This is an optimization exercise on Yosys and OpenROAD, whose aim is small area, a short achievable clock period and few clock cycles, not a production implementation.
The RTL was checked by simulation tests, not by an equivalence proof against the original design.
Power figures rest on the tool's default switching activity, not on a simulated workload.

==> flow/design.v <==
module bfx (
    input  wire        clk,
    input  wire        rst,           
    input  wire        src_valid,
    input  wire        src_end,
    input  wire [7:0]  src_char,
    output wire        src_ready,
    input  wire        start,
    input  wire        stop_req,
    input  wire        eof_bit,
    input  wire        budget_en,
    input  wire [19:0] step_budget,
    output wire        in_req,
    input  wire        in_ack,
    input  wire        in_eos,
    input  wire [7:0]  in_byte,
    output wire        out_valid,
    output wire [7:0]  out_data,
    input  wire        out_fail,
    output wire [1:0]  ld_status,     
    output wire [1:0]  err_kind,      
    output wire [11:0] err_pos,
    output wire [1:0]  run_state,     
    output wire [2:0]  fault_cause    
);
    localparam IW       = 7;              
    localparam PROG_MAX = 1 << IW;        
    localparam PW       = 9;              
    localparam TAPE     = 1 << PW;        
    localparam [PW-1:0] PTR_ZERO = 1 << (PW - 1);    
    localparam [PW-1:0] PTR_TOP  = {PW{1'b1}};
    localparam OP_TGL = 3'd0, OP_LEFT = 3'd1, OP_RIGHT = 3'd2, OP_IN = 3'd3,
               OP_OUT = 3'd4, OP_JZF  = 3'd5, OP_JNZB  = 3'd6, OP_SELF = 3'd7;
    localparam LD_UNLOADED = 2'd0, LD_LOADING = 2'd1, LD_LOADED = 2'd2, LD_FAILED = 2'd3;
    reg [1:0]    ld_q;
    reg          ld_err_q;         
    reg [1:0]    err_kind_q;
    reg [11:0]   err_pos_q;
    reg [IW:0]   len_q;            
    reg [11:0]   spos_q;           
    reg [IW:0]   sp_q;             
    reg [2:0]    prog   [0:PROG_MAX-1];
    reg [IW-1:0] jt     [0:PROG_MAX-1];
    reg [11:0]   stk_pos[0:63];
    reg [IW:0]   ip_q;             
    function [3:0] decode;         
        input [7:0] c;
        case (c)
            8'h2B, 8'h2D: decode = {1'b1, OP_TGL};
            8'h3C:        decode = {1'b1, OP_LEFT};
            8'h3E:        decode = {1'b1, OP_RIGHT};
            8'h2C:        decode = {1'b1, OP_IN};
            8'h2E:        decode = {1'b1, OP_OUT};
            8'h5B:        decode = {1'b1, OP_JZF};
            8'h5D:        decode = {1'b1, OP_JNZB};
            default:      decode = 4'd0;
        endcase
    endfunction
    assign src_ready = 1'b1;
    wire       beat     = src_valid;
    wire       new_load = (ld_q != LD_LOADING);
    wire [IW:0]  k      = new_load ? {(IW+1){1'b0}} : len_q;
    wire [11:0]  c      = new_load ? 12'd0 : spos_q;
    wire [IW:0]  sp     = new_load ? {(IW+1){1'b0}} : sp_q;
    wire         skip   = new_load ? 1'b0 : ld_err_q;
    wire [3:0]   dc     = decode(src_char);
    wire         is_cmd = dc[3];
    wire [2:0]   sop    = dc[2:0];
    wire [IW:0]  sp_m1  = sp - 1'b1;
    wire [IW-1:0] top   = ip_q[IW-1:0];
    wire [IW-1:0] link  = jt[top];
    wire         self_lp = (top == k[IW-1:0] - 1'b1);
    wire ld_store = beat && !src_end && !skip && is_cmd &&
                    (k != PROG_MAX) && !(sop == OP_JNZB && sp == 0);
    always @(posedge clk) begin
        if (rst) begin
            ld_q       <= LD_UNLOADED;
            ld_err_q   <= 1'b0;
            err_kind_q <= 2'd0;
            err_pos_q  <= 12'd0;
            len_q      <= {(IW+1){1'b0}};
            spos_q     <= 12'd0;
            sp_q       <= {(IW+1){1'b0}};
        end else if (beat) begin
            if (new_load) begin
                err_kind_q <= 2'd0;
                err_pos_q  <= 12'd0;
            end
            if (src_end) begin
                len_q  <= k;
                ld_err_q <= 1'b0;
                if (skip) begin
                    ld_q <= LD_FAILED;
                end else if (sp != 0) begin
                    ld_q       <= LD_FAILED;
                    err_kind_q <= 2'd2;
                    err_pos_q  <= stk_pos[sp_m1[5:0]];
                end else begin
                    ld_q <= LD_LOADED;
                end
            end else begin
                ld_q     <= LD_LOADING;
                spos_q   <= c + 1'b1;
                len_q    <= k;
                sp_q     <= sp;
                ld_err_q <= skip;
                if (!skip && is_cmd) begin
                    if (k == PROG_MAX) begin
                        ld_err_q   <= 1'b1;
                        err_kind_q <= 2'd3;
                        err_pos_q  <= c;
                    end else if (sop == OP_JNZB && sp == 0) begin
                        ld_err_q   <= 1'b1;
                        err_kind_q <= 2'd1;
                        err_pos_q  <= c;
                    end else begin
                        len_q <= k + 1'b1;
                        if (sop == OP_JZF)  sp_q <= sp + 1'b1;
                        if (sop == OP_JNZB) sp_q <= sp - 1'b1;
                    end
                end
            end
        end
    end
    always @(posedge clk) begin
        if (ld_store) begin
            prog[k[IW-1:0]] <= (sop == OP_JNZB && self_lp) ? OP_SELF : sop;
            if (sop == OP_JZF) begin
                jt[k[IW-1:0]]      <= top;
                stk_pos[sp[5:0]]   <= c;
            end
            if (sop == OP_JNZB) begin
                jt[k[IW-1:0]] <= k[IW-1:0] ^ top;
                jt[top]       <= k[IW-1:0] ^ top;
            end
        end
    end
    assign ld_status = ld_q;
    assign err_kind  = err_kind_q;
    assign err_pos   = err_pos_q;
    localparam R_IDLE = 2'd0, R_RUN = 2'd1, R_HALT = 2'd2, R_FAULT = 2'd3;
    reg [1:0]    rs_q;             
    reg          wait_q;           
    reg [2:0]    cause_q;
    reg [PW-1:0] ptr_q;            
    reg [PW-1:0] lo_q, hi_q;       
    reg [TAPE-1:0] ring;           
    reg [19:0]   rem_q;            
    reg          ben_q, eof_q, stop_q;
    reg [7:0]    in_buf_q;         
    reg [2:0]    in_rem_q;
    reg          in_eos_q;
    reg [7:0]    out_buf_q;        
    reg [2:0]    out_cnt_q;
    wire [2:0]    op      = prog[ip_q[IW-1:0]];
    wire [IW-1:0] target  = jt[ip_q[IW-1:0]] ^ ip_q[IW-1:0];
    wire          cur     = ring[0];
    wire [IW:0]   ip_inc  = ip_q + 1'b1;
    wire [IW:0]   ip_jmp  = {1'b0, target} + 1'b1;
    wire running  = (rs_q == R_RUN) && !wait_q;
    wire boundary = !stop_q && !(ben_q && rem_q == 20'd0);
    wire exec     = running && boundary;
    wire in_fetch = (op == OP_IN) && (in_rem_q == 3'd0) && !in_eos_q;
    wire push     = (op == OP_OUT) && (out_cnt_q == 3'd7);
    wire [7:0] out_w = {cur, out_buf_q[7:1]};
    assign in_req    = (exec && in_fetch) || wait_q;
    assign out_valid = exec && push;
    assign out_data  = out_w;
    wire in_ans_bit = in_eos ? eof_q : in_byte[0];
    reg          adv;
    reg [IW:0]   nip;
    always @(posedge clk) begin
        adv = 1'b0;
        nip = ip_inc;
        if (rst) begin
            rs_q      <= R_IDLE;
            wait_q    <= 1'b0;
            cause_q   <= 3'd0;
            ip_q      <= {(IW+1){1'b0}};
            stop_q    <= 1'b0;
        end else if (beat) begin
            rs_q    <= R_IDLE;
            wait_q  <= 1'b0;
            cause_q <= 3'd0;
            if (ld_store && sop == OP_JZF)  ip_q <= {1'b0, k[IW-1:0]};
            if (ld_store && sop == OP_JNZB) ip_q <= {1'b0, link};
        end else if (start && ld_q == LD_LOADED) begin
            rs_q      <= (len_q == 0) ? R_HALT : R_RUN;
            wait_q    <= 1'b0;
            cause_q   <= 3'd0;
            ip_q      <= {(IW+1){1'b0}};
            ptr_q     <= PTR_ZERO;
            lo_q      <= PTR_ZERO;
            hi_q      <= PTR_ZERO;
            ring[0]   <= 1'b0;
            rem_q     <= step_budget;
            ben_q     <= budget_en;
            eof_q     <= eof_bit;
            stop_q    <= 1'b0;
            in_rem_q  <= 3'd0;
            in_eos_q  <= 1'b0;
            out_cnt_q <= 3'd0;
        end else begin
            stop_q <= stop_req;
            if (wait_q) begin
                if (in_ack) begin
                    wait_q  <= 1'b0;
                    ring[0] <= in_ans_bit;
                    if (in_eos) in_eos_q <= 1'b1;
                    else begin
                        in_buf_q <= {1'b0, in_byte[7:1]};
                        in_rem_q <= 3'd7;
                    end
                    adv = 1'b1;
                end
            end else if (running) begin
                if (stop_q) begin
                    rs_q    <= R_FAULT;
                    cause_q <= 3'd3;
                end else if (ben_q && rem_q == 20'd0) begin
                    rs_q    <= R_FAULT;
                    cause_q <= 3'd2;
                end else begin
                    case (op)
                        OP_TGL: begin
                            ring[0] <= ~cur;
                            adv = 1'b1;
                        end
                        OP_LEFT: begin
                            if (ptr_q == {PW{1'b0}}) begin
                                rs_q    <= R_FAULT;
                                cause_q <= 3'd4;
                            end else begin
                                ring <= {ring[TAPE-2:0], ring[TAPE-1]};
                                if (ptr_q == lo_q) begin
                                    ring[0] <= 1'b0;
                                    lo_q    <= lo_q - 1'b1;
                                end
                                ptr_q <= ptr_q - 1'b1;
                                adv = 1'b1;
                            end
                        end
                        OP_RIGHT: begin
                            if (ptr_q == PTR_TOP) begin
                                rs_q    <= R_FAULT;
                                cause_q <= 3'd4;
                            end else begin
                                ring <= {ring[0], ring[TAPE-1:1]};
                                if (ptr_q == hi_q) begin
                                    ring[0] <= 1'b0;
                                    hi_q    <= hi_q + 1'b1;
                                end
                                ptr_q <= ptr_q + 1'b1;
                                adv = 1'b1;
                            end
                        end
                        OP_IN: begin
                            if (in_rem_q != 3'd0) begin
                                ring[0]  <= in_buf_q[0];
                                in_buf_q <= {1'b0, in_buf_q[7:1]};
                                in_rem_q <= in_rem_q - 1'b1;
                                adv = 1'b1;
                            end else if (in_eos_q) begin
                                ring[0] <= eof_q;
                                adv = 1'b1;
                            end else if (in_ack) begin
                                ring[0] <= in_ans_bit;
                                if (in_eos) in_eos_q <= 1'b1;
                                else begin
                                    in_buf_q <= {1'b0, in_byte[7:1]};
                                    in_rem_q <= 3'd7;
                                end
                                adv = 1'b1;
                            end else begin
                                wait_q <= 1'b1;
                            end
                        end
                        OP_OUT: begin
                            if (out_cnt_q != 3'd7) begin
                                out_buf_q <= out_w;
                                out_cnt_q <= out_cnt_q + 1'b1;
                                adv = 1'b1;
                            end else if (out_fail) begin
                                rs_q    <= R_FAULT;
                                cause_q <= 3'd1;
                            end else begin
                                out_cnt_q <= 3'd0;
                                adv = 1'b1;
                            end
                        end
                        OP_JZF: begin
                            adv = 1'b1;
                            nip = cur ? ip_inc : ip_jmp;
                        end
                        OP_JNZB: begin
                            adv = 1'b1;
                            nip = cur ? ip_jmp : ip_inc;
                        end
                        default: begin   
                            if (cur) begin
                                if (ben_q) rem_q <= 20'd0;
                            end else begin
                                adv = 1'b1;
                            end
                        end
                    endcase
                end
            end
            if (adv) begin
                ip_q  <= nip;
                rem_q <= rem_q - 1'b1;
                rs_q  <= (nip == len_q) ? R_HALT : R_RUN;
            end
        end
    end
    assign run_state   = rs_q;
    assign fault_cause = cause_q;
endmodule
==> flow/run.sh <==
#!/bin/bash
# synth_recipe.tcl (not shown) runs the flow's synth.tcl, then flattens the netlist and writes it again
# the make line also repeats each setting of config.mk as NAME=value (left out here)
make -C /OpenROAD-flow-scripts/flow DESIGN_CONFIG=/design/flow/config.mk WORK_HOME=/design/flow/orfs CLKGATE_MAP_FILE= SYNTH_SCRIPT=/design/flow/synth_recipe.tcl finish
==> flow/config.mk <==
export PLATFORM = sky130hd
export DESIGN_NAME = bfx
export DESIGN_NICKNAME = bfx
export VERILOG_FILES = /design/flow/design.v
export SDC_FILE = /design/flow/constraint.sdc
export NUM_CORES = 4
export LEC_CHECK = 0
export CAP_MARGIN = 20
export CORE_MARGIN = 2
export CORE_UTILIZATION = 40
export PLACE_DENSITY = 0.6
export SLEW_MARGIN = 20
==> flow/constraint.sdc <==
create_clock -name core_clock -period 9.0 [get_ports {clk}]
set_input_delay 1.8000 -clock core_clock [delete_from_list [all_inputs] [get_ports {clk}]]
set_output_delay 1.8000 -clock core_clock [all_outputs]
set_load 0.01 [all_outputs]
==> metrics.cfg <==
[yosys]
netlist_instances=6447
synth_seq_cells=2698
synth_nets=6516
avgSynthCellArea_sq_um=17.65
netlist_top_cells_count=edfxtp_1, mux2_2, mux4_2, nor2_1, mux2i_1
yosysUniqueCellTypes=101
async_flop_share_pct=0
synth_flop_cell=edfxtp_1
yosys_warnings=1
ys_top_cells_by_area=edfxtp_1, mux4_2, mux2_2
synthDominantAreaCellType=edfxtp_1
yosysMostFrequentCell=edfxtp_1
synth_edf_count=2631
yosysSeqAreaShare_pct=70.59
synth_area_sq_um=113800
synth_top_area_share_pct=69.42

[global_route]
grt_pass1_vias=60750
antenna_found_initial=9
grt.total_usage_pct=19.91
grt_max_degree=159
grt_pass1_wl_um=424800
grt_overflow=0

[pwr]
vdd_ir_drop_max_v=0.0001727
p_leak_nw=42.35
fin_total_pwr_mw=25.86
p_per_area_nw_per_um2=200.8

[clocking]
postCtsResizedCells=0
cts-hold-fix-buffers=0
ctsHtreeMaxLevel=5
clkSinkCount=2698
clock_path_buffers=4
post_cts_buffers=0
cts_buffers=292
cts_tree=yes
cts_root_buf=clkbuf_16
clkTransAtPathRegs_ps=60
clock_latency_ps=930

[setup_path]
critPathArrivalTime_ps=5310
worstPathMaxFanout=22
cp.required_ps=7200
worstSetupStartpointType=flop
setup.worst_path.end_class=output pin
path_class=reg -> out

[cells_and_area]
stdcell_count=10540
stdcell_area_sq_um=128800
syn_to_final_growth_pct=13.14
fin_util_pct=45.58
nets=6622
num-fill-cells=23940
drive_gt1_share_pct=25.01

[sta]
tightestPinTransition_ps=1261
slew_headroom_pct=15.91
finalCritPeriodShare_pct=79.03
period_needed_ps=7113
tns_ps=0
finalClockSkew_ps=87.07
layout_setup_ws_ps=1887
hold_viol_final=0
drv_slew=0
whs_ps=451.5
finalSetupViolCount=0
fmax_ghz=0.1406
rsz0062_at_grt=false

[detailed_routing]
drcViolationCount=0
routed_via_density=5.754
wl_per_cell_um=27.81
postRouteAntennaNets=0
vias=60650
wirelength_um=293100
detail_route.iter0.violations=7345
firstDrtPassIters=6

[placement]
placedInstanceArea_sq_um=119000
portBuffers=77
dp_hpwl_um=182400
dp.cells=9998
gp_congestion=0.9086
pre_cts_slack_ps=1536

[run_status]
outcome=no timing/DRC/antenna violations

[die]
fp.dieArea_sq_um=288800
rows=195
die_w_um=537.4
die_y_um=537.4
coreArea_sq_um=282500
start_util_pct=40.28
io_pins=79

[worst_hold_path]
min_path_type=reg -> reg

[job]
maxCapViolCount=0

path summary, 6_finish.rpt:
| path | slack [ps] | endpoint | cells past startpoint | from |
|---|---|---|---|---|
| hold / removal | 450 | out_buf_q[3]$_DFFE_PP_ | 0 | out_buf_q[4]$_DFFE_PP_ |
| setup / recovery | 1890 | out_valid | 12 | flop |
| setup reg to reg | 2490 | stk_pos[44][6]$_DFFE_PP_ | 13 | ld_q[0]$_SDFFE_PP0P_ |
| hold reg to reg | 450 | out_buf_q[3]$_DFFE_PP_ | 0 | out_buf_q[4]$_DFFE_PP_ |
layout by cell type (no fill, tap or decap), types with 14 or more instances in the layout:
master,synthesis,final
clkbuf_16,0,296
nor2_2,2,31
buf_4,24,141
nand2b_1,23,23
o22ai_1,162,161
mux4_2,419,419
clkinv_2,0,46
nor2_1,383,345
nand4_1,28,28
or3_1,25,24
a22oi_1,130,130
o21ai_0,74,72
o31ai_1,23,23
and3_1,23,23
dfxtp_1,67,55
bufinv_16,0,30
inv_1,37,35
and2_1,24,14
a211oi_1,26,26
buf_12,1,23
nand2_1,218,216
clkdlybuf4s50_1,0,76
mux2_2,550,550
clkinv_1,2,59
nor3_1,40,36
edfxtp_1,2631,2631
ha_1,21,20
mux2i_1,324,324
a222oi_1,15,15
xor2_1,275,270
nand3_1,118,118
clkinvlp_4,0,14
a21oi_1,85,83
clkbuf_1,252,51
nor2b_1,22,17
xnor2_1,83,81
power by group:
| group | total, mW | internal [mW] | switching [mW] |
|---|---|---|---|
| logic | 0.186 | 0.0726 | 0.113 |
| clock network | 12.1 | 6.99 | 5.09 |
| registers | 13.6 | 13.6 | 0.00700 |
| total | 25.9 | 20.6 | 5.21 |
cells by family after synthesis:
kind of cell,count (synthesis),share of synthesized area [%]
simple gates,990,4.074
other cells,1,0.003295
flops,2698,70.59
compound gates,608,3.619
buf+inv,472,2.026
fa+ha+maj,22,0.2484
xor+xnor,359,2.769
mux,1297,16.66
registers in the layout, summed over array words and instances, names as in the netlist, 7 cells and up, named ones only:
register	flops
ip_q	8
ptr_q	9
rem_q	20
jt	896
sp_q	8
ring	512
hi_q	9
err_pos_q	12
out_buf_q	7
stk_pos	768
prog	384
lo_q	9
in_buf_q	8
len_q	8
spos_q	12
area by class of cell:
| class | count | area [sq um] | area share [%] |
|---|---|---|---|
| multi-input cells | 3277 | 31580 | 24.52 |
| repair buffers | 244 | 2345 | 1.821 |
| flip-flops and latches | 2698 | 80370 | 62.41 |
| diodes | 3 | 7.507 | 0.005830 |
| clock inverters | 186 | 2003 | 1.556 |
| inverters | 40 | 157.7 | 0.1224 |
| well taps | 3743 | 4683 | 3.637 |
| clock buffers | 349 | 7626 | 5.922 |
critical path, cell delays in order (launching register included):
cell and delay (ps):
dfxtp_2 930, inv_1 560, buf_4 370, nor2_1 130, buf_4 310, and3_1 260, nor4_1 90, nor4_1 430
buf_4 240, and3_1 200, nand2_1 110, nor2_1 190, clkdlybuf4s50_1 600
routing by layer:
metal | GRT usage, % | vias up | part of all wire (%)
met5 | 0 | - | 0.027
met4 | 7.351 | 10 | 3.8
met3 | 4.248 | 579 | 8.7
met2 | 30.88 | 2799 | 46
met1 | 27.66 | 31430 | 42
li1 | - | 25840 | -
Testbench counts, summed over its fixed seeds: cycles 133,844.

afterwards: timing with drivers on the ports:
How much do the figures lean on ideal ports? The routed layout below was timed once more, with nothing changed but the port constraints.
Step 1 (the two cells are an assumption about what drives the block):
set clk [get_ports {clk}]
set_driving_cell -lib_cell sky130_fd_sc_hd__clkbuf_16 $clk
set_driving_cell -lib_cell sky130_fd_sc_hd__buf_2 [delete_from_list [all_inputs] $clk]
Step 2 moves the port delays by t, midway between the first and last clock arrival at a register: inputs arrive t later, outputs are due t later. That takes back most of the time a late clock gives input paths.
Slacks: ideal ports / drivers / drivers and shift; pairs: ideal ports / drivers.
t (ns): 0.993
setup WS [ns]: 1.887 / 1.781 / 1.424
pins driven straight from the clock port: 1
After both steps setup and hold are still met in this run. The setup slack of this run moves by -0.106 ns with the drivers and by -0.463 ns with both steps.
